Source: an optimization exercise on an open RTL-to-GDS flow (aim: small area, a short achievable clock period and few clock cycles per item). Production flows keep margins and buffers that such runs may drop. The RTL was checked by simulation tests, not by an equivalence proof against the original design. Power figures rest on the tool's default switching activity, not on a simulated workload.

==> design.v <==
module huf_decode (
    input  wire        clk,
    input  wire        rst,
    input  wire        start,
    input  wire [15:0] tree_base,
    input  wire [15:0] tree_len,
    input  wire [15:0] blob_base,
    input  wire [15:0] blob_len,
    input  wire [19:0] start_bit,
    input  wire [15:0] nsym,
    output wire        ready,
    output wire        mem_req,
    output wire [15:0] mem_addr,
    input  wire        mem_gnt,
    input  wire        mem_rvalid,
    input  wire [15:0] mem_rdata,
    output wire        out_valid,
    output wire [7:0]  out_data,
    input  wire        out_ready,
    output wire        done,
    output wire [1:0]  done_err,
    output wire [19:0] done_info
);
    localparam [1:0] ERR_NONE       = 2'd0;
    localparam [1:0] ERR_BITSTREAM  = 2'd1;
    localparam [1:0] ERR_TREE_INDEX = 2'd2;
    localparam [3:0] S_IDLE = 4'd0;    
    localparam [3:0] S_INIT = 4'd1;    
    localparam [3:0] S_RUN  = 4'd2;    
    localparam [3:0] S_NEXT = 4'd3;    
    localparam [3:0] S_MISS = 4'd4;    
    localparam [3:0] S_WOUT = 4'd5;    
    localparam [3:0] S_INFO = 4'd6;    
    localparam [3:0] S_EI   = 4'd7;    
    localparam [3:0] S_RE   = 4'd8;    
    localparam [3:0] S_FIN  = 4'd9;    
    localparam [3:0] S_EI2  = 4'd10;   
    localparam [1:0] RK_LVL  = 2'd0;   
    localparam [1:0] RK_ONE  = 2'd1;   
    localparam [1:0] RK_INIT = 2'd2;   
    reg [3:0]  state;
    reg [15:0] tb_r, bb_r;
    reg [15:0] tq;             
    reg [1:0]  tqx;            
    reg [2:0]  tr;             
    reg        dact;           
    reg [1:0]  dcnt;
    reg        rf1p;           
    reg [14:0] bh_r;           
    reg [19:0] p;              
    reg [15:0] rem;            
    reg [15:0] cw, nw;         
    reg        nw_v, blob_pend;
    reg [15:0] ra0, ra1;       
    reg [2:0]  rf0, rf1;       
    reg [15:0] xreg;           
    reg [2:0]  fl;             
    reg        rc;             
    reg        rb;             
    reg        rcv;            
    reg        spec;           
    reg        rspec;          
    reg        pay_pend;       
    reg [1:0]  iph;
    reg        req_v;
    reg [15:0] req_a;
    reg        fsel;
    reg [1:0]  rk;
    reg        rstep;
    reg [1:0]  icnt;
    reg [3:0]  outst, skip;
    reg        out_v;
    reg [7:0]  out_d;
    reg [1:0]  err_r;
    wire st_idle = (state == S_IDLE);
    wire st_init = (state == S_INIT);
    wire st_run  = (state == S_RUN);
    wire st_next = (state == S_NEXT);
    wire st_miss = (state == S_MISS);
    wire st_wout = (state == S_WOUT);
    wire st_info = (state == S_INFO);
    wire st_ei   = (state == S_EI);
    wire st_re   = (state == S_RE);
    wire st_fin  = (state == S_FIN);
    wire st_ei2  = (state == S_EI2);
    wire acc    = req_v & mem_gnt;
    wire slot   = ~req_v | mem_gnt;
    wire [3:0] outst_n = outst + {3'd0, acc} - {3'd0, mem_rvalid};
    wire take   = mem_rvalid & (skip == 4'd0);
    wire [15:0] cwn    = {nw[0], cw[15:1]};
    wire        bp     = cw[p[3:0]];
    wire        bp1    = cwn[p[3:0]];
    wire        lastb  = &p[3:0];
    wire        known1 = ~lastb | nw_v;
    wire        oobp   = p[19:4] >= {1'b0, bh_r};
    wire        tq0    = (tq == 16'd0);
    wire        rootoob = tq0 & (bp ? (tr < 3'd4) : (tr < 3'd2));    
    wire [19:0] p_inc  = p + 20'd1;
    wire [15:0] dp     = tb_r + {mem_rdata[13:0], 2'b00} + {mem_rdata[14:0], 1'b0};
    wire [18:0] tp     = {1'b0, xreg, 2'b00} + {2'b00, xreg, 1'b0};
    wire        bsel   = st_miss & (iph == 2'd1);
    wire [15:0] bop    = bsel ? tb_r : bb_r;
    wire [14:0] ba15   = bop[15:1] + (bsel ? req_a[15:1] : p[18:4]);
    wire [15:0] ba     = {ba15, bop[0]};
    wire [15:0] ra_s   = bp ? ra1 : ra0;
    wire        xgt    = xreg > tq;
    wire        xeq    = xreg == tq;
    wire        f2c    = xgt | (xeq & (tr < 3'd2));
    wire        f3c    = xgt | (xeq & (tr < 3'd3));
    wire        f4c    = xgt | (xeq & (tr < 3'd4));
    reg  [2:0]  dr;
    reg  [5:0]  dq;
    reg  [3:0]  dt;
    reg  [5:0]  dn;
    integer     di;
    always @(*) begin
        dr = tr;
        dq = 6'd0;
        dn = {tqx, tq[15:12]};
        for (di = 5; di >= 0; di = di - 1) begin
            dt = {dr, dn[di]};
            dq[di] = (dt >= 4'd6);
            dr = (dt >= 4'd6) ? (dt[2:0] - 3'd6) : dt[2:0];
        end
    end
    wire [2:0]  cfl    = rc ? (rb ? rf1 : rf0) : fl;
    wire ev   = st_run & take & ~pay_pend & ~blob_pend;
    wire evF0 = ev & ~rcv & ~bp;      
    wire evF1 = ev & ~rcv &  bp;      
    wire evS0 = ev &  rcv & ~bp;      
    wire evS1 = ev &  rcv &  bp;      
    wire rz   = (mem_rdata == 16'd0);
    wire oslot = ~out_v | out_ready;
    wire root_ok = ~oobp & ~rootoob & known1 & (nw_v | blob_pend);
    wire te_F0 = evF0 & (cfl[0] | (rz & cfl[1]));
    wire te_F1 = evF1 & cfl[0];
    wire te_S1 = evS1 & (rz ? cfl[1] : (~oobp & cfl[2]));
    wire te    = te_F0 | te_F1 | te_S1;
    wire f0_int  = evF0 & ~te_F0 & ~rz;
    wire f0_oob  = f0_int & oobp;
    wire f0_go   = f0_int & ~oobp & known1;
    wire f0_miss = f0_int & ~oobp & ~known1;
    wire f0_leaf  = evF0 & ~te_F0 & rz;
    wire f0_early = f0_leaf & (rem != 16'd1) & root_ok & slot & oslot;
    wire f0_eblob = f0_leaf & (rem != 16'd1) & ~oobp & ~rootoob & ~nw_v & ~blob_pend & slot & oslot;
    wire f1_ok    = evF1 & ~te_F1;
    wire f1_keep  = f1_ok & ~cfl[2];          
    wire [15:0] tqm = tq | {1'b0, tq[15:1]} | {2'b0, tq[15:2]} | {3'b0, tq[15:3]}
                    | {4'b0, tq[15:4]} | {5'b0, tq[15:5]} | {6'b0, tq[15:6]} | {7'b0, tq[15:7]}
                    | {8'b0, tq[15:8]} | {9'b0, tq[15:9]} | {10'b0, tq[15:10]} | {11'b0, tq[15:11]}
                    | {12'b0, tq[15:12]} | {13'b0, tq[15:13]} | {14'b0, tq[15:14]} | {15'b0, tq[15]};
    wire pl       = |(mem_rdata & ~tqm);    
    wire f1_spec  = f1_keep & ~pl & known1 & slot;
    wire f1_rspec = f1_keep & pl & (rem != 16'd1) & root_ok & slot & oslot;
    wire s1_leaf  = evS1 & ~te_S1 & rz;
    wire s1_lpay  = s1_leaf & ~cfl[2] & ~rspec;   
    wire s1_rkeep = s1_leaf & rspec;              
    wire s1_lre   = s1_leaf &  cfl[2];        
    wire s1_int   = evS1 & ~te_S1 & ~rz;
    wire s1_oob   = s1_int & oobp;
    wire s1_commit = s1_int & ~oobp & spec;
    wire s1_miss  = s1_int & ~oobp & ~spec;      
    wire re_ev    = st_re & (iph == 2'd1) & take;
    wire lc_rd  = evS0 | re_ev;
    wire lc_x   = s1_lpay | (st_wout & oslot);
    wire lc     = lc_rd | lc_x;
    wire lc_emit = lc & oslot;
    wire lc_last = lc_emit & (rem == 16'd1);
    wire lc_root = lc_emit & ~lc_last & root_ok;
    wire lc_blob = lc_emit & ~lc_last & ~oobp & ~rootoob & ~nw_v & ~blob_pend;
    wire lc_next = lc_emit & ~lc_last & ~root_ok & ~lc_blob;
    wire lc_wait = lc & ~oslot;
    wire n_oob   = st_next & oobp;
    wire n_roob  = st_next & ~oobp & rootoob;
    wire n_blob  = st_next & ~oobp & ~rootoob & ~nw_v & ~blob_pend & slot;
    wire n_go    = st_next & ~oobp & ~rootoob & (nw_v | blob_pend) & known1 & slot;
    wire m_tp    = st_miss & (iph == 2'd0) & known1 & slot;
    wire m_go    = st_miss & (iph == 2'd1);
    wire m_blob  = st_miss & (iph == 2'd0) & ~known1 & ~nw_v & ~blob_pend & slot;
    wire i_ld    = st_info & (iph == 2'd0) & slot;
    wire re_ld   = st_re & (iph == 2'd0) & slot;
    wire init_go = st_init & take & (iph == 2'd2) & ~oobp & ~rootoob & ~lastb & slot;
    wire accept  = st_idle & start;
    wire acc_go  = accept & (nsym != 16'd0);
    wire rootgo  = f0_early | lc_root | n_go | (init_go & ~bp);    
    wire rootld  = rootgo | f1_rspec;                   
    wire rootcm  = rootgo | s1_rkeep | (init_go & bp);  
    wire dpgo    = f0_go | f1_spec | (init_go & bp);
    wire blobld  = n_blob | m_blob | f0_eblob | lc_blob;
    wire missgo  = m_go;
    wire consume = f0_go | rootcm | m_go | s1_commit;
    wire err1    = f0_oob | s1_oob | n_oob;
    wire abandon = te | f0_int | lc | s1_oob | s1_miss | s1_lre;
    wire cancel  = te | f0_oob | f0_miss | s1_oob | s1_miss | lc_wait | lc_next | lc_last | n_oob | n_roob;
    wire go_fin  = err1 | n_roob | lc_last | st_ei;
    wire init_ba = acc & (rk == RK_INIT) & (icnt == 2'd0);
    wire init_tb = acc & (rk == RK_INIT) & (icnt == 2'd1);
    wire init_b2 = acc & (rk == RK_INIT) & (icnt == 2'd2);
    wire ld_any  = acc_go | rootld | dpgo | blobld | missgo | i_ld | re_ld;
    wire adv_end = (rk == RK_ONE) | ((rk == RK_LVL) & rstep) | ((rk == RK_INIT) & (icnt == 2'd3));
    wire adv_tog = acc & (((rk == RK_LVL) & ~rstep) | ((rk == RK_INIT) & (icnt != 2'd3)));
    wire fl_hold = st_run & rcv & bp;
    wire fl_en   = ~fl_hold | s1_commit;
    assign done = st_fin & oslot;
    always @(posedge clk) begin
        if (rst) begin
            req_v <= 1'b0;
        end else begin
            if (ld_any)
                req_v <= 1'b1;
            else if (cancel | (acc & adv_end))
                req_v <= 1'b0;
        end
    end
    always @(posedge clk) begin
        if (acc_go | rootld | dpgo | blobld | missgo | m_tp | i_ld | init_ba | init_tb | init_b2)
            req_a <= ({16{accept}} & tree_base)
                   | ({16{m_tp}}   & tp[15:0])
                   | ({16{rootld}} & ra_s)
                   | ({16{dpgo}}   & dp)
                   | ({16{blobld | missgo | init_ba | init_b2}} & ba)
                   | ({16{i_ld | init_tb}} & tb_r);
        if (accept)
            fsel <= 1'b0;
        else if (rootld | dpgo | missgo)
            fsel <= bp1;
        else if (blobld | re_ld)
            fsel <= 1'b1;
        else if (i_ld)
            fsel <= rb;
        else if (init_ba)
            fsel <= 1'b0;
        else if (init_tb | init_b2)
            fsel <= 1'b1;
        else if (adv_tog)
            fsel <= ~fsel;
        if (rootld | dpgo | missgo)
            rstep <= 1'b0;
        else if (acc & (rk == RK_LVL))
            rstep <= 1'b1;
        if (accept)
            rk <= RK_INIT;
        else if (rootld | dpgo | missgo)
            rk <= RK_LVL;
        else if (blobld | i_ld | re_ld)
            rk <= RK_ONE;
        if (accept)
            icnt <= 2'd0;
        else if (acc & (rk == RK_INIT))
            icnt <= icnt + 2'd1;
    end
    wire [14:0] ra_hi = req_a[15:1] + 15'd1;
    assign mem_addr = fsel ? {ra_hi, req_a[0]} : req_a;
    assign mem_req  = req_v;
    always @(posedge clk) begin
        if (rst) begin
            outst <= 4'd0;
            skip  <= 4'd0;
        end else begin
            outst <= outst_n;
            if (abandon | go_fin)
                skip <= outst_n;
            else if (mem_rvalid && skip != 4'd0)
                skip <= skip - 4'd1;
        end
    end
    always @(posedge clk) begin
        if (accept) begin
            tb_r <= tree_base;
            bb_r <= blob_base;
            bh_r <= blob_len[15:1];
        end
        if (accept)
            {tqx, tq} <= {2'b00, tree_len};
        else if (dact)
            {tqx, tq} <= {tq[11:0], dq};
        if (accept)
            tr <= 3'd0;
        else if (dact)
            tr <= dr;
        if (accept)
            dcnt <= 2'd0;
        else if (dact)
            dcnt <= dcnt + 2'd1;
        if (accept)
            rem <= nsym;
        else if (f0_early | f0_eblob | lc_emit | s1_rkeep)
            rem <= rem - 16'd1;
        if (accept | consume | st_ei | st_ei2 | n_roob)
            p <= ({20{accept}} & start_bit)
               | ({20{consume | st_ei2}} & p_inc)
               | ({20{st_ei}} & {1'b0, tp})
               | {18'd0, n_roob & bp, 1'b0};
        if ((st_init & take & (iph == 2'd1)) | (consume & lastb))
            cw <= st_init ? mem_rdata : nw;
        if ((st_init & take & (iph == 2'd3)) | (take & blob_pend & ~pay_pend))
            nw <= mem_rdata;
        if (ev | st_init | st_info | re_ev)
            ;
        if (f0_int | f1_keep | (st_init & take & (iph == 2'd0 || iph == 2'd2)) | (st_info & take & (iph == 2'd1)) | (lc_wait & lc_rd))
            xreg <= mem_rdata;
        if (fl_en)
            fl <= {f4c, f3c, f2c};
        if (st_init & take & (iph == 2'd0))
            ra0 <= dp;
        if (st_init & take & (iph == 2'd2))
            ra1 <= dp;
        if (st_init & take & (iph == 2'd2))
            rf0 <= {f4c, f3c, f2c};
        if (rf1p)
            rf1 <= {f4c, f3c, f2c};
        if (rootcm)
            rb <= bp;
        if (lc_emit | s1_rkeep | (take & pay_pend))
            out_d <= ((lc_x | s1_rkeep) & ~(take & pay_pend)) ? xreg[7:0] : mem_rdata[7:0];
        if (err1)
            err_r <= ERR_BITSTREAM;
        else if (n_roob | st_ei | st_ei2)
            err_r <= ERR_TREE_INDEX;
        else if (accept | lc_last)
            err_r <= ERR_NONE;
    end
    always @(posedge clk) begin
        if (rst) begin
            state     <= S_IDLE;
            out_v     <= 1'b0;
            nw_v      <= 1'b0;
            blob_pend <= 1'b0;
            spec      <= 1'b0;
            rspec     <= 1'b0;
            pay_pend  <= 1'b0;
            dact      <= 1'b0;
            rf1p      <= 1'b0;
            rcv       <= 1'b0;
        end else begin
            if (accept)
                dact <= 1'b1;
            else if (dcnt == 2'd2)
                dact <= 1'b0;
            rf1p <= st_init & take & (iph == 2'd2);
            if (lc_emit | s1_rkeep | (take & pay_pend))
                out_v <= 1'b1;
            else if (out_ready)
                out_v <= 1'b0;
            if (accept)
                pay_pend <= 1'b0;
            else if (f0_early | f0_eblob)
                pay_pend <= 1'b1;
            else if (take & pay_pend)
                pay_pend <= 1'b0;
            if (accept | te | err1 | n_roob)
                blob_pend <= 1'b0;
            else if (blobld | init_go)
                blob_pend <= 1'b1;
            else if (take & blob_pend & ~pay_pend)
                blob_pend <= 1'b0;
            if (accept)
                nw_v <= 1'b0;
            else if ((st_init & take & (iph == 2'd3)) | (take & blob_pend & ~pay_pend))
                nw_v <= 1'b1;
            else if (consume & lastb)
                nw_v <= 1'b0;
            if (f1_spec)
                spec <= 1'b1;
            else if (accept | evS1 | rootgo | dpgo)
                spec <= 1'b0;
            if (f1_rspec)
                rspec <= 1'b1;
            else if (accept | evS1)
                rspec <= 1'b0;
            if ((evF1 & ~te_F1) | (f0_leaf & ~f0_early & ~f0_eblob))
                rcv <= 1'b1;
            else if (accept | rootgo | f0_go | m_go | evS0 | evS1 | te)
                rcv <= 1'b0;
            if (rootcm)
                rc <= 1'b1;
            else if (f0_go | m_go | s1_commit)
                rc <= 1'b0;
            case (state)
                S_IDLE: begin
                    if (start) begin
                        iph   <= 2'd0;
                        state <= (nsym == 16'd0) ? S_FIN : S_INIT;
                    end
                end
                S_INIT: begin
                    if (take) begin
                        iph <= iph + 2'd1;
                        if (init_go)
                            state <= S_RUN;
                        else if (iph == 2'd3)
                            state <= S_NEXT;
                    end
                end
                S_NEXT: begin
                    if (n_oob | n_roob)
                        state <= S_FIN;
                    else if (n_go)
                        state <= S_RUN;
                end
                S_MISS: begin
                    if (m_tp)
                        iph <= 2'd1;
                    if (m_go)
                        state <= S_RUN;
                end
                S_INFO: begin
                    if (i_ld)
                        iph <= 2'd1;
                    else if (take & (iph == 2'd1))
                        iph <= 2'd2;
                    else if (iph == 2'd2)
                        state <= S_EI;
                end
                S_EI: begin
                    state <= fl[0] ? S_FIN : S_EI2;
                    iph   <= 2'd0;
                end
                S_EI2: begin
                    iph <= iph + 2'd1;
                    if (iph[0])
                        state <= S_FIN;
                end
                S_FIN: begin
                    if (oslot)
                        state <= S_IDLE;
                end
                default: begin   
                    if (re_ld)
                        iph <= 2'd1;
                    if (te) begin
                        state <= rc ? S_INFO : S_EI;
                        iph   <= 2'd0;
                    end else if (err1 | lc_last) begin
                        state <= S_FIN;
                    end else if (f0_miss | s1_miss) begin
                        state <= S_MISS;
                        iph   <= 2'd0;
                    end else if (s1_lre) begin
                        state <= S_RE;
                        iph   <= 2'd0;
                    end else if (lc_wait) begin
                        state <= S_WOUT;
                    end else if (lc_next | lc_blob | f0_eblob) begin
                        state <= S_NEXT;
                    end else if (lc_root) begin
                        state <= S_RUN;
                    end
                end
            endcase
        end
    end
    assign ready     = st_idle;
    assign out_valid = out_v;
    assign out_data  = out_d;
    assign done_err  = err_r;
    assign done_info = p;
endmodule
==> flow/run.sh <==
#!/bin/bash
# The standard layout (standard.sh), with plain buf_1 cells as the port
# buffers instead of ORFS's default port buffer cell. Every port still gets
# a buffer; everything else is the standard flow. The make output goes to
# flow_standard.log; ORFS keeps each step's log under orfs/logs.
export BUFFER_PORTS_ARGS="-buffer_cell sky130_fd_sc_hd__buf_1"
bash standard.sh > flow_standard.log 2>&1
==> standard.sh <==
#!/bin/bash
# synth_recipe.tcl (not shown) runs the flow's synth.tcl, then flattens the netlist and writes it again
# the make line also repeats each setting of config.mk as NAME=value (left out here)
make -C /OpenROAD-flow-scripts/flow DESIGN_CONFIG=/design/flow/config.mk WORK_HOME=/design/flow/orfs CLKGATE_MAP_FILE= SYNTH_SCRIPT=/design/flow/synth_recipe.tcl "${@:-finish}"
==> config.mk <==
export PLATFORM = sky130hd
export DESIGN_NAME = huf_decode
export DESIGN_NICKNAME = huf_decode
export VERILOG_FILES = /design/flow/design.v
export SDC_FILE = /design/flow/constraint.sdc
export NUM_CORES = 4
export LEC_CHECK = 0
export CAP_MARGIN = 20
export CORE_MARGIN = 2
export CORE_UTILIZATION = 40
export SETUP_SLACK_MARGIN = 2.5
export SLEW_MARGIN = 20
==> constraint.sdc <==
create_clock -name core_clock -period 6.5 [get_ports {clk}]
set_input_delay 1.3000 -clock core_clock [delete_from_list [all_inputs] [get_ports {clk}]]
set_output_delay 1.3000 -clock core_clock [all_outputs]
set_load 0.01 [all_outputs]
==> impl_results.md, run 1 <==
- Worst Hold Launch: tb_r[0]
- Via count: about 14k
- Post-synth ARST share: 0
- # IOs: between 150 and 200
- Num CTS Buffers: 29
- Via-per-instance ratio: between 5 and 6
- RSZ-0062 raised after global routing: yes
- Hold Crit Depth: 0
- DR iter-0 viols: around 1.3k
- Final WL: between 50000 and 60000 um
- Reg power frac: 0.349
- Initial antenna violation count: 2
- Port Buffers: 170
- Status: timing/DRC/antenna clean
- Final-layout fill cell count: around 3.9k
- R2R Path Start: state[3]
- Sequential element share of the synthesized area: 0.440
- Hold Crit Class: reg -> reg
- Reg-to-reg slack, setup: approximately 2.5 ns
- Register Area: around 7200 um2
- Hold-fix buffers, CTS: 0
- Cell row count: 74
- Worst r2r path cells: 11
- Crit path time final: around 4.1 ns
- Combinational power share: 0.455
- CP Capture Type: flop
- Largest area contributor in the netlist: edfxtp_1
- WHS Endpoint: ra0[0]
- Area taken by multi-input logic gates: ~9000 um2
- Max Clk Rate: 245 MHz
- Die span in y: ~210 um
- Worst-Skew Late Latency: roughly 0.60 ns
- Global-route usage over all layers: 0.246
- Power Dens Cells: 447 nW/um2
- Final Hold Fails: 0
- CP arrival: 4.39 ns
- Number of global-route vias before repair: approximately 13k
- Total power: roughly 8.5 mW
- Crit Path Max Fanout: 7
- Clock skew after layout: around 0.022 ns
- Tcrit/Tclk final: 0.628
- Setup violators final: 0
- Clock Sinks: between 200 and 300
- Peak supply drop: between 0.2 and 0.25 mV
- DRC viols: 0
- Worst slack at placement: between 1 and 1.5 ns
- Sw Share: 0.424
- DP Wirelength: 39700 um
- Mapped Cells: between 1.5k and 2k
- Switching power: ~3.6 mW
- Clk buf depth: 3
- Worst setup path class: in -> reg
- Critical Path RT: approximately 7 ns
- CTS Root Buffer Type: clkbuf_16
- Placer Congestion: 0.966
- Synth unique cells: 90
- Clock Power Share: 0.196
- Total of max-cap violations: 0
- Setup TNS: 0 ns
- Die X: approximately 210 um
- CTS tree: yes
- Post-synth top area share: 0.395
- Clock transition at path regs: roughly 0.070 ns
- Fin nets: ~2.1k
- Largest net degree at the start of global routing: 65
- Max Transition Viols Final: 0
- Cell Int Power: just under 5 mW
- Slack of the critical path: about 2.4 ns
- Post-Syn Area: 16400 um2
- Post-synth top flop: edfxtp_1
- Global route total overflow: 0
- Total Die Area: 42700 um2
- Worst rel slew slack: 0.272
- Initial Utilization: 0.404
- Antenna viol nets, final: 0
- Worst r2r dst: req_a[2]
- Router iterations before antenna repair: 6
- Area growth from synthesis to layout: 16.0%
- Layout cells sized above 1: 0.101
- Total core area: just over 40000 um2
- Finished Core Util: 0.468
- LEAKAGE: a little over 7 nW
- Slew of the pin with the lowest slew margin: 1.09 ns
- Post-Syn Nets: about 1.9k
- Global-route wire length before repair: just under 80000 um
- Synth top area cells: edfxtp_1 (40%), ha_1 (7.7%), nand2_1 (5.4%)
- Syn Area/Cell: 9.87 um2
- FF+latch count, synth: between 200 and 300
- Post-synth EDFFs: 216
- Routed length per instance: around 22 um
- Ys Warns: 1
- Crit path launch type: input pin
- H-Tree Level Count: 1
==> Yosys cell counts (10+ instances only) <==
master,instances
edfxtp_1,216
nor2b_1,21
nand2b_1,21
nand3_1,40
nand2_1,234
xnor2_1,57
clkbuf_1,52
fa_1,17
o31ai_1,12
a21boi_0,10
a211oi_1,13
mux2_2,10
o21ai_1,23
mux2i_1,26
nor2_1,113
ha_1,101
nor3_1,44
and3_1,19
a22oi_1,21
dfxtp_1,37
o21a_1,18
nor4_1,17
xor2_1,36
inv_1,92
mux4_2,10
o21ai_0,100
a21o_1,16
nand4_1,17
a21oi_1,72
a31oi_1,24
==> timing repair <==
item,in CTS,in global routing
endpoints found under the setup margin,115,96
gates resized for setup,34,24
pin swaps,2,13
setup buffers,11,8
==> cell families after synthesis <==
kind of cell,count (synthesis),synth area share
xor+xnor,93,0.0496
mux,46,0.0364
compound gates,406,0.167
fa+ha+maj,118,0.0977
flops,253,0.440
buf+inv,157,0.0373
simple gates,590,0.172
==> power groups by stage <==
stage	Combinational [mW]	Sequential, mW	Clock, mW
finish	3.87	2.96	1.67
detailed placement	3.62	2.99	0
CTS	3.76	2.95	1.69
floorplan	2.71	2.74	0
global route	4.28	3.02	1.75
global placement	3.57	2.98	0
==> stage by stage <==
stage,cells,hold WS [ns],instance area (um2)
2_1_floorplan,1663,0.445,16500
3_3_place_gp,2328,0.472,17700
3_5_place_dp,2328,0.477,17700
4_1_cts,2393,0.491,18900
5_1_grt,2403,0.504,19000
6_report,2403,0.499,19000
==> flip-flops by register name, indices dropped and copies added (netlist names), 8 cells and up <==
register,count
nw,16
p,20
req_a,16
ra1,16
xreg,16
out_d,8
ra0,16
bh_r,15
rem,16
tb_r,16
cw,16
tq,16
bb_r,16
==> placed cells by master (no fill, tap or decap), types with 38 or more instances in the layout <==
| cell type | Yosys | final |
|---|---|---|
| inv_1 | 92 | 89 |
| o21ai_0 | 100 | 98 |
| nor2_1 | 113 | 112 |
| edfxtp_1 | 216 | 216 |
| nor3_1 | 44 | 40 |
| ha_1 | 101 | 98 |
| nand3_1 | 40 | 38 |
| buf_4 | 1 | 39 |
| xnor2_1 | 57 | 57 |
| a21oi_1 | 72 | 72 |
| buf_1 | 5 | 164 |
| nand2_1 | 234 | 231 |
==> metal layers <==
metal,vias to the layer above,part of all wire,GRT usage
li1,6532,-,-
met2,556,0.45,0.387
met1,6775,0.44,0.346
met3,101,0.076,0.0411
met4,0,0.031,0.0742
met5,-,0,0
==> final cells by class <==
| class | instances | area share |
|---|---|---|
| Clock inverter | 15 | 0.00927 |
| Antenna cell | 2 | 0.000263 |
| Multi-Input combinational cell | 1253 | 0.462 |
| Sequential cell | 253 | 0.380 |
| Timing Repair Buffer | 215 | 0.0535 |
| Tap cell | 532 | 0.0350 |
| Clock buffer | 39 | 0.0406 |
| Inverter | 94 | 0.0189 |
==> worst max-delay path by stage <==
| stage | to | slack (ns) | cells after the start | start |
|---|---|---|---|---|
| floorplan | req_a[0] | 2.33 | 9 | mem_rvalid |
| global placement | req_a[9] | 1.39 | 14 | mem_rdata[10] |
| detailed placement | req_a[11] | 1.36 | 14 | mem_rdata[10] |
| CTS | req_a[14] | 2.49 | 15 | mem_rdata[1] |
| global route | req_a[15] | 2.28 | 18 | iph[1] |
| finish | req_a[14] | 2.42 | 13 | mem_rdata[2] |
==> worst max-delay path, cell delays in order <==
cell and delay (ns):
buf_1 0.08, buf_4 0.19, fa_1 0.57, ha_4 0.23, nor2b_2 0.16, o31a_1 0.32
o211ai_1 0.19, a21boi_1 0.10, o21a_1 0.21, o21a_1 0.21, o41ai_2 0.33, xor2_1 0.31
o221ai_1 0.18
Testbench counts, summed over its fixed seeds: cycles 58,292, items 5,993.
==> run 2: changes to the inputs <==
--- a/config.mk
+++ b/config.mk
@@ -9,3 +9,4 @@
 export CORE_MARGIN = 2
-export CORE_UTILIZATION = 40
+export CORE_UTILIZATION = 60
+export GPL_TIMING_DRIVEN = 1
 export SETUP_SLACK_MARGIN = 2.5
==> impl_results.md, run 2 <==
- DR iter-0 viols: 1757 (+31%)
- Largest area contributor in the netlist: edfxtp_1
- Most common cell after layout, fill and taps aside: nand2_1
- Non-Filler Instances: 2202 (-8.4%)
- Post-synth top area share: 0.395 (unchanged)
- Synth unique cells: 90 (unchanged)
- GR Layer Usage met2: 0.510 (+0.123)
- Via count: 14.1k (+0.70%)
- Most frequent cells in the layout: nand2_1 (231), edfxtp_1 (216), buf_1 (167), nor2_1 (110), ha_1 (98)
- Hold-fix buffers, CTS: 0 (unchanged)
- Peak supply drop: 0.292 mV (+38%)
- Sequential element share of the synthesized area: 0.440 (unchanged)
- Post-Syn Nets: 1903 (unchanged)
- Port Buffers: 170 (unchanged)
- Hold Crit Class: reg -> reg
- LEAKAGE: 7.11 nW (about the same)
- Clock skew after layout: 0.0142 ns (-0.00795 ns)
- Initial antenna violation count: 0 (-2)
- Syn Area/Cell: 9.87 um2 (unchanged)
- Max FFs per register: 20 (unchanged)
- Total of max-cap violations: 0 (unchanged)
- Most common cell in the netlist: nand2_1
- Initial Utilization: 0.611 (+0.207)
- Max Transition Viols Final: 0 (unchanged)
- Final WL: 48800 um (-8.2%)
- Met1 usage: 0.503 (+0.157)
- CTS tree: yes
- Post-synth EDFFs: 216 (unchanged)
- CP Buf/Inv Count: 2 (unchanged)
- Busiest grt layer: met2
- Final-layout fill cell count: 2134 (-45%)
- Antenna viol nets, final: 0 (unchanged)
- Worst path most repeated cell: or4_4
- DP Wirelength: 36100 um (-9.2%)
- Router iterations before antenna repair: 6 (unchanged)
- DRC viols: 0 (unchanged)
- Placer Congestion: 0.935 (-3.2%)
- Max Clk Rate: 250 MHz (+2.1%)
- Commonest cells post-synth: nand2_1 (234), edfxtp_1 (216), nor2_1 (113), ha_1 (101), o21ai_0 (100)
- Mapped Cells: 1663 (unchanged)
- Power Dens Cells: 450 nW/um2 (+0.77%)
- CTS Root Buffer Type: clkbuf_16
- Placed Cells: 2136 (-8.2%)
- Crit Path Max Fanout: 16 (+9)
- Clock transition at path regs: 0.06 ns (about the same)
- Total power: 8.45 mW (-0.65%)
- Antenna cells: 0 (-2)
- Total Die Area: 28700 um2 (-33%)
- Reg-to-reg slack, setup: 2.54 ns (+0.06 ns)
- Routed length per instance: 22.2 um (+0.13%)
- Global-route wire length before repair: 74700 um (-5.9%)
- CP Capture Type: flop
- Cell row count: 60 (-19%)
- Worst rel slew slack: 0.313 (+0.0411)
- Critical Path RT: 6.75 ns (-0.06 ns)
- Crit path largest cell delay: 0.51 ns (-0.06 ns)
- H-Tree Level Count: 1 (unchanged)
- Largest Register: p
- Slew of the pin with the lowest slew margin: 1.03 ns (-0.0617 ns)
- Met3 GRT Util: 0.0571 (+0.0160)
- Worst-path cell chain: buf_1, nand4bb_4, or4_4, or4_4, or3_4, a21oi_4, o21ai_2, a21boi_4, nor3_2, o211ai_1, buf_6
- Clk buf depth: 3 (unchanged)
- Layout cells sized above 1: 0.0924 (-0.00870)
- Largest net degree at the start of global routing: 50 (-23%)
- Number of global-route vias before repair: 13.2k (-1.0%)
- FF+latch count, synth: 253 (unchanged)
- Die span in y: 169 um (-18%)
- Ys Warns: 1 (unchanged)
- Crit path time final: 4.00 ns (-0.0848 ns)
- Global-route usage over all layers: 0.337 (+0.0915)
- Clock Sinks: 253 (unchanged)
- Post-synth ARST share: 0 (unchanged)
- Global route total overflow: 0 (unchanged)
- Setup TNS: 0 ns (unchanged)
- Final Hold Fails: 0 (unchanged)
- Die X: 169 um (-18%)
- Status: timing/DRC/antenna clean
- # IOs: 172 (unchanged)
- Post-Syn Area: 16400 um2 (unchanged)
- Num CTS Buffers: 29 (unchanged)
- CP arrival: 4.25 ns (-0.14 ns)
- CP top delay family: simple AND/OR/NAND/NOR gates
- RSZ-0062 raised after global routing: yes
- Area growth from synthesis to layout: 14.3%
- Setup violators final: 0 (unchanged)
- Total core area: 26900 um2 (-34%)
- Fin nets: 2078 (-0.38%)
- Worst-Skew Late Latency: 0.56 ns (-0.04 ns)
- Worst setup path class: in -> reg
- Via-per-instance ratio: 6.39 (+9.9%)
- Synth top area cells: edfxtp_1 (40%), ha_1 (7.7%), nand2_1 (5.4%)
- Tcrit/Tclk final: 0.615 (-0.0130)
- CP max-delay cell: or4_4
- Post-synth top flop: edfxtp_1
- Crit path launch type: input pin
==> run 2: area by class of cell <==
class                           instances  area (um2)  area share
Tap cell                              341         427      0.0227
Sequential cell                       253        7230       0.385
Inverter                               94         357      0.0190
Timing Repair Buffer                  207         976      0.0520
Clock buffer                           41         822      0.0438
Clock inverter                         13         149     0.00793
Multi-Input combinational cell       1253        8800       0.469
==> run 2: cell families after synthesis <==
logic type                 count (synthesis)  share of synthesized area
muxes                                     46                     0.0364
AOI/OAI and AO/OA                        406                      0.167
adders and majority gates                118                     0.0977
and+or+nand+nor                          590                      0.172
xor gates and xnor gates                  93                     0.0496
DFF                                      253                      0.440
buffers and inverters                    157                     0.0373
==> run 2: timing repair <==
item                                    in CTS  in global routing
setup buffers                                8                  3
gates cloned                                 0                  1
pin swaps                                    7                  7
resized for setup                           32                 20
endpoints found under the setup margin     119                 87
==> run 2: stage by stage <==
step / hold WS (ns) / util / cell area [um2] / worst slack, ns
floorplan: 0.445 / - / 16500 / 2.33
global placement: 0.451 / 0.650 / 17500 / 1.24
detailed placement: 0.463 / 0.650 / 17500 / 1.17
CTS: 0.476 / 0.693 / 18600 / 2.47
global route: 0.505 / 0.698 / 18800 / 2.39
finish: 0.480 / 0.698 / 18800 / 2.50
==> run 2: power by group <==
| part | switching, mW | leakage (nW) | internal, mW |
|---|---|---|---|
| Combinational | 2.34 | 4.31 | 1.49 |
| Clock | 0.678 | 0.477 | 0.999 |
| Sequential | 0.522 | 2.32 | 2.42 |
| Total | 3.54 | 7.11 | 4.90 |
==> run 2: worst paths after layout <==
| path | start | to | cells past startpoint |
|---|---|---|---|
| setup / recovery | mem_rvalid | req_a[7] | 11 |
| setup reg to reg | state[3] | req_a[7] | 10 |
| hold reg to reg | tb_r[0] | ra1[0] | 0 |
| hold / removal | tb_r[0] | ra1[0] | 0 |
==> run 2: per-layer routing <==
metal | up-vias | part of all wire
met4 | 0 | 0.027
met1 | 6756 | 0.44
met2 | 694 | 0.44
met5 | - | 0
met3 | 91 | 0.092
li1 | 6521 | -
==> run 3: changes to the inputs <==
--- a/config.mk
+++ b/config.mk
@@ -10,3 +10,4 @@
 export CORE_UTILIZATION = 60
-export GPL_TIMING_DRIVEN = 1
+export CTS_CLUSTER_DIAMETER = 120
+export CTS_CLUSTER_SIZE = 30
 export SETUP_SLACK_MARGIN = 2.5
==> impl_results.md, run 3 <==
- Reg power frac: 0.378 (+0.030)
- Number of global-route vias before repair: 13.0k (-1.4%)
- Dpl cell area: 17500 um2 (unchanged)
- Die X: 169 um (unchanged)
- Worst rel slew slack: 0.317 (+0.00448)
- Port Buffers: 170 (unchanged)
- Global route total overflow: 0 (unchanged)
- Clk buf depth: 3 (unchanged)
- Combinational power share: 0.505 (+0.051)
- Total of max-cap violations: 0 (unchanged)
- Total core area: 26900 um2 (unchanged)
- Worst setup path class: in -> reg
- Largest net degree at the start of global routing: 50 (unchanged)
- Ys Warns: 1 (unchanged)
- Most common cell after layout, fill and taps aside: nand2_1
- Max FFs per register: 20 (unchanged)
- Antenna viol nets, final: 0 (unchanged)
- H-Tree Level Count: 1 (unchanged)
- Cell row count: 60 (unchanged)
- Global-route usage over all layers: 0.334 (-0.00366)
- Via-per-instance ratio: 6.44 (+0.88%)
- Commonest cells post-synth: nand2_1 (234), edfxtp_1 (216), nor2_1 (113), ha_1 (101), o21ai_0 (100)
- CP Capture Type: flop
- Placed Cells: 2136 (unchanged)
- Die span in y: 169 um (unchanged)
- LEAKAGE: 6.92 nW (-2.7%)
- Finished Core Util: 0.683 (-0.0157)
- Critical Path RT: 6.76 ns (about the same)
- Final WL: 48500 um (-0.58%)
- Largest Register: p
- Crit path largest cell delay: 0.61 ns (+0.10 ns)
- Post-Synth XOR/XNOR Area: 0.0496 (unchanged)
- Worst-path cell chain: buf_1, inv_1, ha_1, nand4_1, or4_1, nand2_1, o311a_1, nand3_2, nor3_2, o211ai_1, buf_6
- Largest family of logic cells by synthesized area: simple AND/OR/NAND/NOR gates
- Clock Power Share: 0.117 (-0.082)
- Worst r2r path cells: 11 (+1)
- Clock Sinks: 253 (unchanged)
- CP max-delay cell: or4_1
- Setup TNS: 0 ns (unchanged)
- Worst-Skew Late Latency: 0.51 ns (-0.05 ns)
- Most frequent cells in the layout: nand2_1 (231), edfxtp_1 (216), buf_1 (163), nor2_1 (110)
- Area growth from synthesis to layout: 11.8%
- Total power: 7.78 mW (-7.9%)
- Compound-Gate Fraction of Synth Area: 0.167 (unchanged)
- Crit path time final: 3.95 ns (-0.0502 ns)
- Post-Synth Adder-Cell Area: 0.0977 (unchanged)
- Clock skew after layout: 0.0308 ns (+0.0166 ns)
- Post-synthesis simple-gate area fraction: 0.172 (unchanged)
- CTS Root Buffer Type: clkbuf_16
- CTS tree: yes
- Post-Syn Area: 16400 um2 (unchanged)
- Synth top area cells: edfxtp_1 (40%), ha_1 (7.7%), nand2_1 (5.4%)
- Router iterations before antenna repair: 6 (unchanged)
- CP Buf/Inv Count: 3 (+1)
- Num CTS Buffers: 12 (-59%)
- Post-synth top flop: edfxtp_1
- CP arrival: 4.21 ns (-0.04 ns)
- CP top delay family: simple AND/OR/NAND/NOR gates
- Reg-to-reg slack, setup: 2.64 ns (+0.10 ns)
- Post-synth ARST share: 0 (unchanged)
- Layout cells sized above 1: 0.0905 (-0.00191)
- Cell Int Power: 4.36 mW (-11%)
- DR iter-0 viols: 1736 (-1.2%)
- FF+latch count, synth: 253 (unchanged)
- Sw Share: 0.439 (+0.0200)
- R2R Path Start: p[1]
- Crit Path Max Fanout: 16 (unchanged)
- DRC viols: 0 (unchanged)
- RSZ-0062 raised after global routing: yes
- Hold Crit Depth: 0 (unchanged)
- Synth unique cells: 90 (unchanged)
- Fin nets: 2079 (+0.048%)
- DP Wirelength: 36100 um (unchanged)
- Final Hold Fails: 0 (unchanged)
- Global-route wire length before repair: 73900 um (-1.0%)
- Post-synth top area share: 0.395 (unchanged)
- Most common cell in the netlist: nand2_1
- Final-layout fill cell count: 2185 (+2.4%)
- Slew of the pin with the lowest slew margin: 1.02 ns (-0.00673 ns)
- # IOs: 172 (unchanged)
- Final instance area: 18300 um2 (-2.2%)
- Hold Crit Class: reg -> reg
- Max Transition Viols Final: 0 (unchanged)
- Antenna cells: 0 (unchanged)
- Mapped Cells: 1663 (unchanged)
- Non-Filler Instances: 2186 (-0.73%)
- Placer Congestion: 0.935 (unchanged)
- Max Clk Rate: 253 MHz (+1.3%)
- Peak supply drop: 0.279 mV (-4.5%)
- Initial Utilization: 0.611 (unchanged)
- Clock transition at path regs: 0.12 ns (+0.06 ns)
- Crit path launch type: input pin
- Power Dens Cells: 424 nW/um2 (-5.8%)
- Post-Syn Nets: 1903 (unchanged)
- Via count: 14.1k (+0.15%)
- Initial antenna violation count: 1 (+1)
- Tcrit/Tclk final: 0.607 (-0.00772)
- WHS Endpoint: ra0[0]
- Status: timing/DRC/antenna clean
- Total Die Area: 28700 um2 (unchanged)
- Post-synth EDFFs: 216 (unchanged)
- Largest area contributor in the netlist: edfxtp_1
- Routed length per instance: 22.2 um (+0.15%)
- Switching power: 3.42 mW (-3.5%)
- Setup violators final: 0 (unchanged)
- Worst r2r dst: req_a[10]
- Mux cell area share after synthesis: 0.0364 (unchanged)
- Worst Hold Launch: tb_r[0]
- Sequential element share of the synthesized area: 0.440 (unchanged)
- Syn Area/Cell: 9.87 um2 (unchanged)
[run 3: changes by cell type in the layout (fill, tap and decap cells not counted), moves of 3 or more]
| cell | change |
|---|---|
| bufinv_16 | -3 |
| buf_1 | -4 |
| clkbuf_16 | -17 |
| clkbuf_2 | +4 |
| clkbuf_8 | -3 |
| clkinv_2 | -6 |
| buf_4 | +19 |
[run 3: how the worst max path moves through the flow]
stage                     depth (start not counted)         to           from
final                                            11  req_a[10]  mem_rdata[11]
after global routing                             18  req_a[15]         iph[1]
after CTS                                        17  req_a[15]       state[1]
after detailed placement                         13  req_a[15]   mem_rdata[2]
after global placement                           13  req_a[15]   mem_rdata[7]
after floorplan                                   9   req_a[0]     mem_rvalid
[run 3: worst register-to-register path, delay by kind of cell (launching register included)]
kind	cells	cell delay [ns]
DFF	1	0.55
AOI/OAI and AO/OA	3	1.24
and+or+nand+nor	3	0.66
muxes	3	0.71
buffers and inverters	2	0.45
[run 3: layer usage]
layer	wire length, um	part of all wire	vias to the layer above	track usage
met5	10	0.00021	-	0
met4	1150	0.024	2	0.0829
met3	4730	0.098	87	0.0471
met2	21400	0.44	748	0.506
met1	21200	0.44	6740	0.507
li1	-	-	6506	-
[run 3: per-stage QoR]
| stage | setup WS [ns] | hold slack (ns) |
|---|---|---|
| floorplan | 2.33 | 0.445 |
| global placement | 1.24 | 0.451 |
| detailed placement | 1.17 | 0.463 |
| CTS | 2.43 | 0.491 |
| global route | 2.42 | 0.522 |
| finish | 2.55 | 0.499 |
[run 3: cell type report]
| type | instances | area (um2) | share of cell area |
|---|---|---|---|
| Multi-Input combinational cell | 1253 | 8840 | 0.482 |
| Sequential cell | 253 | 7240 | 0.394 |
| Timing Repair Buffer | 225 | 1120 | 0.0612 |
| Tap cell | 341 | 427 | 0.0233 |
| Inverter | 94 | 357 | 0.0194 |
| Clock buffer | 19 | 348 | 0.0190 |
| Clock inverter | 1 | 20.0 | 0.00109 |
[run 3: timing repair]
item,in CTS,in global routing
setup buffers,11,18
hold buffers,0,0
cloned,0,1
pin swaps,16,21
setup endpoints to repair,120,92
gates resized for setup,36,29
endpoints found under the hold margin,0,0
[run 3: power by group through the flow]
stage	logic [mW]	registers (mW)	clock network, mW
6_report	3.93	2.94	0.911
2_1_floorplan	2.71	2.74	0
3_5_place_dp	3.59	2.97	0
5_1_grt	4.32	2.99	0.974
4_1_cts	3.72	2.92	0.921
3_3_place_gp	3.51	2.95	0
[run 3: kinds of logic after synthesis]
kind of cell,count (synthesis)
xor+xnor,93
compound gates,406
simple gates,590
buf+inv,157
fa+ha+maj,118
flops,253
mux,46
==> run 4: changes to the inputs <==
--- a/config.mk
+++ b/config.mk
@@ -10,4 +10,2 @@
 export CORE_UTILIZATION = 60
-export CTS_CLUSTER_DIAMETER = 120
-export CTS_CLUSTER_SIZE = 30
 export SETUP_SLACK_MARGIN = 2.5
==> impl_results.md, run 4 <==
- Status: timing/DRC/antenna clean
- FF+latch count, synth: 253 (unchanged)
- Total of max-cap violations: 0 (unchanged)
- Worst r2r path cells: 10 (-1)
- Initial Utilization: 0.611 (unchanged)
- LEAKAGE: 7.11 nW (+2.8%)
- DR iter-0 viols: 1757 (+1.2%)
- Worst-path cell chain: buf_1, nand4bb_4, or4_4, or4_4, or3_4, a21oi_4, o21ai_2, a21boi_4, nor3_2, o211ai_1, buf_6
- Max Transition Viols Final: 0 (unchanged)
- GR Layer Usage met2: 0.510 (+0.00444)
- Post-Syn Nets: 1903 (unchanged)
- Worst setup path class: in -> reg
- Clock Sinks: 253 (unchanged)
- Peak supply drop: 0.292 mV (+4.7%)
- Syn Area/Cell: 9.87 um2 (unchanged)
- Synth unique cells: 90 (unchanged)
- Reg power frac: 0.348 (-0.030)
- CP top delay family: simple AND/OR/NAND/NOR gates
- Area growth from synthesis to layout: 14.3%
- Met1 usage: 0.503 (-0.00401)
- Clock Power Share: 0.199 (+0.082)
- WHS Endpoint: ra1[0]
- Die X: 169 um (unchanged)
- Post-synth EDFFs: 216 (unchanged)
- Power Dens Cells: 450 nW/um2 (+6.1%)
- Router iterations before antenna repair: 6 (unchanged)
- Final-layout fill cell count: 2134 (-2.3%)
- Number of global-route vias before repair: 13.2k (+1.4%)
- Most common cell in the netlist: nand2_1
- Worst r2r dst: req_a[7]
- CP max-delay cell: or4_4
- Via count: 14.1k (-0.15%)
- Global-route usage over all layers: 0.337 (+0.00366)
- Commonest cells post-synth: nand2_1 (234), edfxtp_1 (216), nor2_1 (113), ha_1 (101), o21ai_0 (100)
- Post-synth ARST share: 0 (unchanged)
- Placer Congestion: 0.935 (unchanged)
- Layout cells sized above 1: 0.0924 (+0.00191)
- Hold Crit Class: reg -> reg
- Largest Register: p
- Switching power: 3.54 mW (+3.6%)
- Post-synth top area share: 0.395 (unchanged)
- Most common cell after layout, fill and taps aside: nand2_1
- Combinational power share: 0.454 (-0.051)
- Reg-to-reg slack, setup: 2.54 ns (-0.10 ns)
- Total core area: 26900 um2 (unchanged)
- Sw Share: 0.420 (-0.0200)
- # IOs: 172 (unchanged)
- Antenna viol nets, final: 0 (unchanged)
- CTS Root Buffer Type: clkbuf_16
- CTS tree: yes
- Clk buf depth: 3 (unchanged)
- Global-route wire length before repair: 74700 um (+1.0%)
- Worst rel slew slack: 0.313 (-0.00448)
- Sequential element share of the synthesized area: 0.440 (unchanged)
- Non-Filler Instances: 2202 (+0.73%)
- Setup TNS: 0 ns (unchanged)
- Die span in y: 169 um (unchanged)
- Setup violators final: 0 (unchanged)
- Fin nets: 2078 (-0.048%)
- Final WL: 48800 um (+0.58%)
- Worst Hold Launch: tb_r[0]
- Post-synth top flop: edfxtp_1
- Tcrit/Tclk final: 0.615 (+0.00772)
- Max FFs per register: 20 (unchanged)
- Largest net degree at the start of global routing: 50 (unchanged)
- Port Buffers: 170 (unchanged)
- Mapped Cells: 1663 (unchanged)
- Cell row count: 60 (unchanged)
- Crit path time final: 4.00 ns (+0.0502 ns)
- Hold-fix buffers, CTS: 0 (unchanged)
- Antenna cells: 0 (unchanged)
- Crit path largest cell delay: 0.51 ns (-0.10 ns)
- Max Clk Rate: 250 MHz (-1.3%)
- Global route total overflow: 0 (unchanged)
- DRC viols: 0 (unchanged)
- H-Tree Level Count: 1 (unchanged)
- Largest area contributor in the netlist: edfxtp_1
- Met3 GRT Util: 0.0571 (+0.0100)
- CP arrival: 4.25 ns (+0.04 ns)
- Critical Path RT: 6.75 ns (about the same)
- Num CTS Buffers: 29 (+17)
- Clock transition at path regs: 0.06 ns (-0.06 ns)
- Via-per-instance ratio: 6.39 (-0.87%)
- Slew of the pin with the lowest slew margin: 1.03 ns (+0.00673 ns)
- Final Hold Fails: 0 (unchanged)
- Routed length per instance: 22.2 um (-0.15%)
- Crit Path Max Fanout: 16 (unchanged)
- Synth top area cells: edfxtp_1 (40%), ha_1 (7.7%), nand2_1 (5.4%)
- Ys Warns: 1 (unchanged)
- Initial antenna violation count: 0 (-1)
- DP Wirelength: 36100 um (unchanged)
- CP Capture Type: flop
- Crit path launch type: input pin
- Worst-Skew Late Latency: 0.56 ns (+0.05 ns)
- Clock skew after layout: 0.0142 ns (-0.0166 ns)
- Busiest grt layer: met2
- R2R Path Start: state[3]
- Levels on crit path: 11 (unchanged)
- Hold Crit Depth: 0 (unchanged)
- Most frequent cells in the layout: nand2_1 (231), edfxtp_1 (216), buf_1 (167), nor2_1 (110), ha_1 (98)
- RSZ-0062 raised after global routing: yes
- Worst path most repeated cell: or4_4
- Cell Int Power: 4.90 mW (+12%)
- CP Buf/Inv Count: 2 (-1)
- Total Die Area: 28700 um2 (unchanged)
- Post-Syn Area: 16400 um2 (unchanged)
- Placed Cells: 2136 (unchanged)
## run 4: cell counts after synthesis
No cell type changed its count.
## run 4: what timing repair did
item,CTS,global route
gates resized for setup,32,20
buffers inserted,8,3
pin swaps,7,7
cloned,0,1
setup endpoints to repair,119,87
## run 4: kinds of logic (layout without fill, tap and decap cells)
kind of cell	count (synthesis)	count (layout)	synth area share
AOI/OAI and AO/OA	406	406	0.167
xor gates and xnor gates	93	93	0.0496
adders and majority gates	118	118	0.0977
buffers and inverters	157	355	0.0373
DFF	253	253	0.440
muxes	46	46	0.0364
and+or+nand+nor	590	590	0.172
## run 4: worst max path at each step
| stage | start | to | slack [ns] |
|---|---|---|---|
| after floorplan | mem_rvalid | req_a[0] | 2.33 |
| final | mem_rvalid | req_a[7] | 2.50 |
| after detailed placement | mem_rdata[2] | req_a[15] | 1.17 |
| after global routing | state[1] | req_a[15] | 2.39 |
| after global placement | mem_rdata[7] | req_a[15] | 1.24 |
| after CTS | state[1] | req_a[15] | 2.47 |
## run 4: layer usage
metal  up-vias  share of wire
met2       694           0.44
li1       6521              -
met3        91          0.092
met5         -              0
met4         0          0.027
met1      6756           0.44
## run 4: per-stage QoR
stage / utilization / setup WS (ns) / hold WS (ns) / instance area (um2) / total power, mW
final: 0.698 / 2.50 / 0.480 / 18800 / 8.45
after global routing: 0.698 / 2.39 / 0.505 / 18800 / 8.96
after CTS: 0.693 / 2.47 / 0.476 / 18600 / 8.32
after detailed placement: 0.650 / 1.17 / 0.463 / 17500 / 6.56
after global placement: 0.650 / 1.24 / 0.451 / 17500 / 6.47
after floorplan: - / 2.33 / 0.445 / 16500 / 5.44
## run 4: layout make-up
type / instances / area (um2) / share of cell area
clock buffer: 41 / 822 / 0.0438
inverter: 94 / 357 / 0.0190
timing repair buffer: 207 / 976 / 0.0520
tap: 341 / 427 / 0.0227
clock inverter: 13 / 149 / 0.00793
sequential: 253 / 7230 / 0.385
multi-input combinational: 1253 / 8800 / 0.469
## run 4: power groups by stage
stage                     combinational (mW)  clock [mW]  sequential [mW]
after floorplan                         2.71           0             2.74
after global placement                  3.51           0             2.95
after detailed placement                3.59           0             2.97
after CTS                               3.72        1.69             2.92
after global routing                    4.22        1.75             3.00
final                                   3.83        1.68             2.94
==> run 5: changes to the inputs <==
--- a/config.mk
+++ b/config.mk
@@ -10,2 +10,4 @@
 export CORE_UTILIZATION = 60
+export CTS_CLUSTER_DIAMETER = 80
+export CTS_CLUSTER_SIZE = 24
 export SETUP_SLACK_MARGIN = 2.5
==> impl_results.md, run 5 <==
- Compound-Gate Fraction of Synth Area: 0.167 (unchanged)
- Final Hold Fails: 0 (unchanged)
- Post-Synth XOR/XNOR Area: 0.0496 (unchanged)
- Worst setup path class: in -> reg
- Crit path launch type: input pin
- Crit Path Max Fanout: 7 (-9)
- Register Area: 7240 um2 (about the same)
- Die span in y: 169 um (unchanged)
- Dpl cell area: 17500 um2 (unchanged)
- Hold Crit Class: reg -> reg
- DRC viols: 0 (unchanged)
- Tcrit/Tclk final: 0.605 (-0.0101)
- Mux cell area share after synthesis: 0.0364 (unchanged)
- Mapped Cells: 1663 (unchanged)
- Global route total overflow: 0 (unchanged)
- Status: timing/DRC/antenna clean
- Post-synth top area share: 0.395 (unchanged)
- Commonest cells post-synth: nand2_1 (234), edfxtp_1 (216), nor2_1 (113), ha_1 (101), o21ai_0 (100)
- Port Buffers: 170 (unchanged)
- Sequential element share of the synthesized area: 0.440 (unchanged)
- Final WL: 48600 um (-0.34%)
- Hold-fix buffers, CTS: 0 (unchanged)
- Initial antenna violation count: 1 (+1)
- Final-layout fill cell count: 2183 (+2.3%)
- Max Transition Viols Final: 0 (unchanged)
- Max Clk Rate: 254 MHz (+1.7%)
- Reg-to-reg slack, setup: 2.61 ns (+0.07 ns)
- # IOs: 172 (unchanged)
- CP Capture Type: flop
- Crit path time final: 3.93 ns (-0.0660 ns)
- Routed length per instance: 22.3 um (+0.44%)
- Clock Sinks: 253 (unchanged)
- Antenna viol nets, final: 0 (unchanged)
- Ys Warns: 1 (unchanged)
- Clock skew after layout: 0.0252 ns (+0.0110 ns)
- Via count: 14.0k (-0.63%)
- Worst hold slack: 0.491 ns (+0.0108 ns)
- Most common cell in the netlist: nand2_1
- H-Tree Level Count: 1 (unchanged)
- Post-Synth Adder-Cell Area: 0.0977 (unchanged)
- Slew of the pin with the lowest slew margin: 1.01 ns (-0.0213 ns)
- Peak supply drop: 0.368 mV (+26%)
- Clock transition at path regs: 0.10 ns (+0.04 ns)
- Global-route wire length before repair: 74200 um (-0.70%)
- Router iterations before antenna repair: 10 (+4)
- Largest Register: p
- Total core area: 26900 um2 (unchanged)
- DR iter-0 viols: 1705 (-3.0%)
- Most frequent cells in the layout: nand2_1 (231), edfxtp_1 (216), buf_1 (163), nor2_1 (110)
- Post-Syn Area: 16400 um2 (unchanged)
- Post-synth ARST share: 0 (unchanged)
- Largest family of logic cells by synthesized area: simple AND/OR/NAND/NOR gates
- Setup TNS: 0 ns (unchanged)
- Post-Syn Nets: 1903 (unchanged)
- Global-route usage over all layers: 0.334 (-0.00283)
- Num CTS Buffers: 15 (-48%)
- Area growth from synthesis to layout: 12.0%
- Worst rel slew slack: 0.327 (+0.0142)
- CP arrival: 4.17 ns (-0.08 ns)
- RSZ-0062 raised after global routing: yes
- Largest area contributor in the netlist: edfxtp_1
- Area taken by multi-input logic gates: 8820 um2 (+0.21%)
- Largest net degree at the start of global routing: 50 (unchanged)
- CTS Root Buffer Type: clkbuf_16
- LEAKAGE: 6.94 nW (-2.4%)
- Worst-Skew Late Latency: 0.51 ns (-0.05 ns)
- Via-per-instance ratio: 6.40 (+0.15%)
- CTS tree: yes
- Fin nets: 2075 (-0.14%)
- Initial Utilization: 0.611 (unchanged)
- Total power: 7.87 mW (-6.8%)
- Final instance area: 18400 um2 (-2.0%)
- Power Dens Cells: 428 nW/um2 (-4.9%)
- Post-synth EDFFs: 216 (unchanged)
- FF+latch count, synth: 253 (unchanged)
- Placer Congestion: 0.935 (unchanged)
- Most common cell after layout, fill and taps aside: nand2_1
- Setup violators final: 0 (unchanged)
- Max FFs per register: 20 (unchanged)
- Post-synth top flop: edfxtp_1
- Die X: 169 um (unchanged)
- Clk buf depth: 3 (unchanged)
- Total of max-cap violations: 0 (unchanged)
- Cell row count: 60 (unchanged)
- Synth top area cells: edfxtp_1 (40%), ha_1 (7.7%), nand2_1 (5.4%)
- DP Wirelength: 36100 um (unchanged)
- Post-synthesis simple-gate area fraction: 0.172 (unchanged)
- Total Die Area: 28700 um2 (unchanged)
- Layout cells sized above 1: 0.0895 (-0.00294)
- Syn Area/Cell: 9.87 um2 (unchanged)
- Synth unique cells: 90 (unchanged)
- Antenna cells: 0 (unchanged)
- Number of global-route vias before repair: 13.0k (-0.94%)
- Critical Path RT: 6.74 ns (about the same)
[run 5: cell types whose count changed in the layout (fill, tap and decap cells not counted), sizes merged]
cell,change
clkbuf,-18
buf,+7
clkinv,-4
bufinv,-2
clkinvlp,-1
inv,+1
[run 5: per-stage QoR]
stage          utilization  cells  worst slack [ns]
2_1_floorplan            -   1663              2.33
3_3_place_gp         0.650   2136              1.24
3_5_place_dp         0.650   2136              1.17
4_1_cts              0.676   2172              2.43
5_1_grt              0.684   2185              2.38
6_report             0.684   2185              2.57
[run 5: kinds of logic (layout without fill, tap and decap cells)]
family / count (synthesis) / after routing
and+or+nand+nor: 590 / 590
AOI/OAI and AO/OA: 406 / 406
DFF: 253 / 253
buffers and inverters: 157 / 338
adders and majority gates: 118 / 118
xor gates and xnor gates: 93 / 93
muxes: 46 / 46
[run 5: worst paths after layout]
kind	from	to	cells after the start
setup / recovery	mem_rdata[0]	req_a[14]	15
hold / removal	tb_r[0]	ra0[0]	0
hold reg to reg	tb_r[0]	ra0[0]	0
setup reg to reg	p[1]	req_a[6]	12
[run 5: routing by layer]
layer | GRT usage | part of all wire | wire length [um]
met1 | 0.500 | 0.44 | 21200
met2 | 0.505 | 0.44 | 21400
met4 | 0.0877 | 0.025 | 1220
met3 | 0.0599 | 0.098 | 4750
met5 | 0 | 0.00021 | 10
[run 5: where the power goes]
| part | internal, mW | switching [mW] | total [mW] |
|---|---|---|---|
| Sequential | 2.41 | 0.520 | 2.93 |
| Clock | 0.493 | 0.568 | 1.06 |
| Combinational | 1.52 | 2.36 | 3.88 |
[run 5: final cells by class]
type                    count  area share
repair buffers            218      0.0582
clock inverters             7     0.00415
clock buffers              19      0.0218
well taps                 341      0.0232
inverters                  94      0.0194
multi-input cells        1253       0.480
flip-flops and latches    253       0.393
[run 5: repair_timing]
action | 4_1_cts | 5_1_grt
setup endpoints to repair | 120 | 91
buffers inserted | 10 | 12
resized for setup | 34 | 28
pin swaps | 15 | 19
gates cloned | 0 | 1
[run 5: critical path, stage by stage]
cell and delay [ns]:
clkbuf_2 0.09, buf_6 0.14, fa_1 0.44, ha_2 0.22
inv_2 0.06, fa_2 0.19, nor2b_1 0.06, o31a_1 0.26
o211ai_1 0.18, a21boi_1 0.11, o21a_1 0.21, o21a_1 0.20
o41ai_2 0.25, xor2_1 0.29, o221ai_1 0.16
==> run 6: changes to the inputs <==
--- a/config.mk
+++ b/config.mk
@@ -10,5 +10,5 @@
 export CORE_UTILIZATION = 60
-export CTS_CLUSTER_DIAMETER = 80
-export CTS_CLUSTER_SIZE = 24
-export SETUP_SLACK_MARGIN = 2.5
+export CTS_CLUSTER_DIAMETER = 100
+export CTS_CLUSTER_SIZE = 20
+export SETUP_SLACK_MARGIN = 2.8
 export SLEW_MARGIN = 20
==> impl_results.md, run 6 <==
- Status: timing/DRC/antenna clean
- LEAKAGE: 7.15 nW (+3.0%)
- Max FFs per register: 20 (unchanged)
- Setup TNS: 0 ns (unchanged)
- CTS Root Buffer Type: clkbuf_16
- Clock Sinks: 253 (unchanged)
- Final Hold Fails: 0 (unchanged)
- Initial antenna violation count: 2 (+1)
- Post-synth top flop: edfxtp_1
- Worst rel slew slack: 0.291 (-0.0360)
- Post-Syn Area: 16400 um2 (unchanged)
- Ys Warns: 1 (unchanged)
- Tcrit/Tclk final: 0.605 (about the same)
- Mapped Cells: 1663 (unchanged)
- Max Clk Rate: 254 MHz (about the same)
- Power Dens Cells: 426 nW/um2 (-0.47%)
- Syn Area/Cell: 9.87 um2 (unchanged)
- Antenna viol nets, final: 0 (unchanged)
- Largest area contributor in the netlist: edfxtp_1
- Area growth from synthesis to layout: 15.6%
- DR iter-0 viols: 2034 (+19%)
- Initial Utilization: 0.611 (unchanged)
- Die X: 169 um (unchanged)
- Peak supply drop: 0.244 mV (-34%)
- Via count: 14.3k (+2.6%)
- # IOs: 172 (unchanged)
- Post-synth top area share: 0.395 (unchanged)
- FF+latch count, synth: 253 (unchanged)
- Slew of the pin with the lowest slew margin: 1.06 ns (+0.0540 ns)
- DRC viols: 0 (unchanged)
- Max Transition Viols Final: 0 (unchanged)
- R2R Path Start: state[2]
- Commonest cells post-synth: nand2_1 (234), edfxtp_1 (216), nor2_1 (113), ha_1 (101), o21ai_0 (100)
- Total power: 8.08 mW (+2.7%)
- Worst setup path class: in -> reg
- Clock skew after layout: 0.0126 ns (-0.0126 ns)
- Crit path launch type: input pin
- Fin nets: 2106 (+1.5%)
- RSZ-0062 raised after global routing: yes
- Post-synth EDFFs: 216 (unchanged)
- Worst r2r dst: req_a[11]
- Critical Path RT: 6.75 ns (about the same)
- Hold Crit Class: reg -> reg
- Global-route usage over all layers: 0.342 (+0.00783)
- Number of global-route vias before repair: 13.2k (+1.4%)
- Num CTS Buffers: 16 (+1)
- Reg-to-reg slack, setup: 2.62 ns (about the same)
- Die span in y: 169 um (unchanged)
- Global route total overflow: 0 (unchanged)
- Hold Crit Depth: 0 (unchanged)
- CP Capture Type: flop
- Worst Hold Launch: tb_r[0]
- Final instance area: 19000 um2 (+3.2%)
- Largest Register: p
- Most common cell after layout, fill and taps aside: nand2_1
- Sequential element share of the synthesized area: 0.440 (unchanged)
- Setup violators final: 0 (unchanged)
- Largest net degree at the start of global routing: 65 (+30%)
- Clk buf depth: 3 (unchanged)
- CP arrival: 4.18 ns (about the same)
- DP Wirelength: 35800 um (-0.79%)
- Synth unique cells: 90 (unchanged)
- Total core area: 26900 um2 (unchanged)
- Cell row count: 60 (unchanged)
- Port Buffers: 170 (unchanged)
- Total of max-cap violations: 0 (unchanged)
- Placer Congestion: 0.938 (+0.35%)
- Total Die Area: 28700 um2 (unchanged)
- Synth top area cells: edfxtp_1 (40%), ha_1 (7.7%), nand2_1 (5.4%)
- H-Tree Level Count: 1 (unchanged)
- Clock transition at path regs: 0.09 ns (about the same)
- Post-Syn Nets: 1903 (unchanged)
- Global-route wire length before repair: 75300 um (+1.5%)
- WHS Endpoint: ra1[0]
- Via-per-instance ratio: 6.47 (+1.1%)
- Worst r2r path cells: 12 (unchanged)
- Most common cell in the netlist: nand2_1
- Post-synth ARST share: 0 (unchanged)
- Crit Path Max Fanout: 4 (-3)
- CTS tree: yes
- Hold-fix buffers, CTS: 0 (unchanged)
- Most frequent cells in the layout: nand2_1 (231), edfxtp_1 (216), buf_1 (158), nor2_1 (107), o21ai_0 (96)
- Dpl cell area: 17500 um2 (about the same)
- Worst-Skew Late Latency: 0.51 ns (about the same)
- Routed length per instance: 22.6 um (+1.8%)
- Final WL: 50200 um (+3.3%)
- Layout cells sized above 1: 0.127 (+0.0379)
- Crit path time final: 3.93 ns (-0.000300 ns)
- Router iterations before antenna repair: 6 (-4)
run 6: cell count changes in the layout (fill, tap and decap cells not counted), moves of 5 or more:
cell      delta
o21ai_1      -7
clkbuf_1     +6
inv_1       -10
inv_2       +10
buf_4       +14
buf_6       +11
o21ai_2      +7
buf_1        -5
nand2_8      +5
run 6: worst max path at each step:
stage / from / endpoint / cells after the start / slack (ns)
after CTS: mem_rdata[0] / req_a[14] / 15 / 2.62
after global routing: mem_rdata[0] / req_a[14] / 15 / 2.47
after global placement: mem_rdata[4] / req_a[15] / 14 / 1.43
after detailed placement: mem_rdata[4] / req_a[12] / 14 / 1.39
after floorplan: mem_rvalid / req_a[0] / 9 / 2.33
final: mem_rdata[0] / req_a[14] / 15 / 2.57
run 6: timing repair:
item / 4_1_cts / 5_1_grt
gates cloned: 6 / 4
endpoints found under the setup margin: 163 / 115
buffers inserted: 38 / 10
hold endpoints to repair: 0 / 0
gates resized for setup: 84 / 60
pin swaps: 20 / 13
run 6: final cells by class:
cell class	count	area, um2
Sequential cell	253	7230
Clock inverter	1	7.51
Clock buffer	27	464
Tap cell	341	427
Multi-Input combinational cell	1260	9120
Antenna cell	1	2.50
Inverter	94	357
Fill cell	2073	7900
Timing Repair Buffer	241	1370
run 6: per-layer routing:
metal / up-vias / wire length [um] / part of all wire / global-route usage
met5: - / 0 / 0 / 0
met2: 779 / 22100 / 0.44 / 0.518
met4: 0 / 1860 / 0.037 / 0.122
met3: 118 / 4820 / 0.096 / 0.0529
met1: 6872 / 21400 / 0.43 / 0.502
li1: 6572 / - / - / -
run 6: critical path, cell delays in order:
cell	delay, ns
buf_1	0.08
buf_6	0.13
fa_1	0.48
ha_2	0.21
inv_2	0.05
fa_2	0.20
nor2b_2	0.05
o31a_1	0.26
o211ai_1	0.20
a21boi_2	0.09
o21a_1	0.20
o21a_1	0.19
o41ai_2	0.24
xor2_1	0.32
o221ai_1	0.17
run 6: report_power, final:
part / leakage [nW] / switching [mW] / internal, mW / total, mW
clock network: 0.224 / 0.562 / 0.494 / 1.06
registers: 2.32 / 0.511 / 2.41 / 2.92
logic: 4.60 / 2.48 / 1.63 / 4.11
total: 7.15 / 3.55 / 4.54 / 8.08
run 6: cell families (layout without fill, tap and decap cells):
family / count (synthesis) / count (layout) / share of synthesized area
DFF: 253 / 253 / 0.440
buffers and inverters: 157 / 363 / 0.0373
xor gates and xnor gates: 93 / 93 / 0.0496
adders and majority gates: 118 / 118 / 0.0977
other: 0 / 1 / 0
AOI/OAI and AO/OA: 406 / 406 / 0.167
muxes: 46 / 46 / 0.0364
and+or+nand+nor: 590 / 597 / 0.172
run 6: per-stage QoR:
step / setup slack, ns / instances / utilization / hold WS (ns)
after detailed placement: 1.39 / 2130 / 0.650 / 0.473
after floorplan: 2.33 / 1663 / - / 0.445
after CTS: 2.62 / 2202 / 0.695 / 0.494
after global routing: 2.47 / 2217 / 0.706 / 0.520
final: 2.57 / 2218 / 0.706 / 0.494
after global placement: 1.43 / 2130 / 0.650 / 0.459

re-timing with driven ports:
The flow's constraints put no driver on any port. The routed layouts listed below were extracted and timed again, unchanged, in two steps.
Step 1 assumes that a clkbuf_16 drives the clock port and a buf_2 every other input.
Step 2 also shifts input and output timing later by t, the mid clock arrival at the registers, as if the neighbouring blocks saw the same clock.
a / b / c = ideal ports / drivers / drivers and shift; a / b = the first two.
| run | t (ns) | setup slack, ns | clock arrival spread, ns |
|---|---|---|---|
| run 1 | 0.641 | 2.418 / 2.452 / 1.811 | 0.022 / 0.022 |
| run 2 | 0.608 | 2.502 / 2.525 / 1.917 | 0.014 / 0.014 |
| run 3 | 0.542 | 2.553 / 2.581 / 2.038 | 0.031 / 0.031 |
| run 4 | 0.608 | 2.502 / 2.525 / 1.917 | 0.014 / 0.014 |
| run 5 | 0.553 | 2.568 / 2.592 / 2.038 | 0.026 / 0.025 |
| run 6 | 0.552 | 2.569 / 2.591 / 2.038 | 0.013 / 0.013 |
After both steps setup and hold are still met in every run listed. For run 1, which loses most, drivers alone change the setup slack by +0.034 ns; drivers and shift together by -0.607 ns.
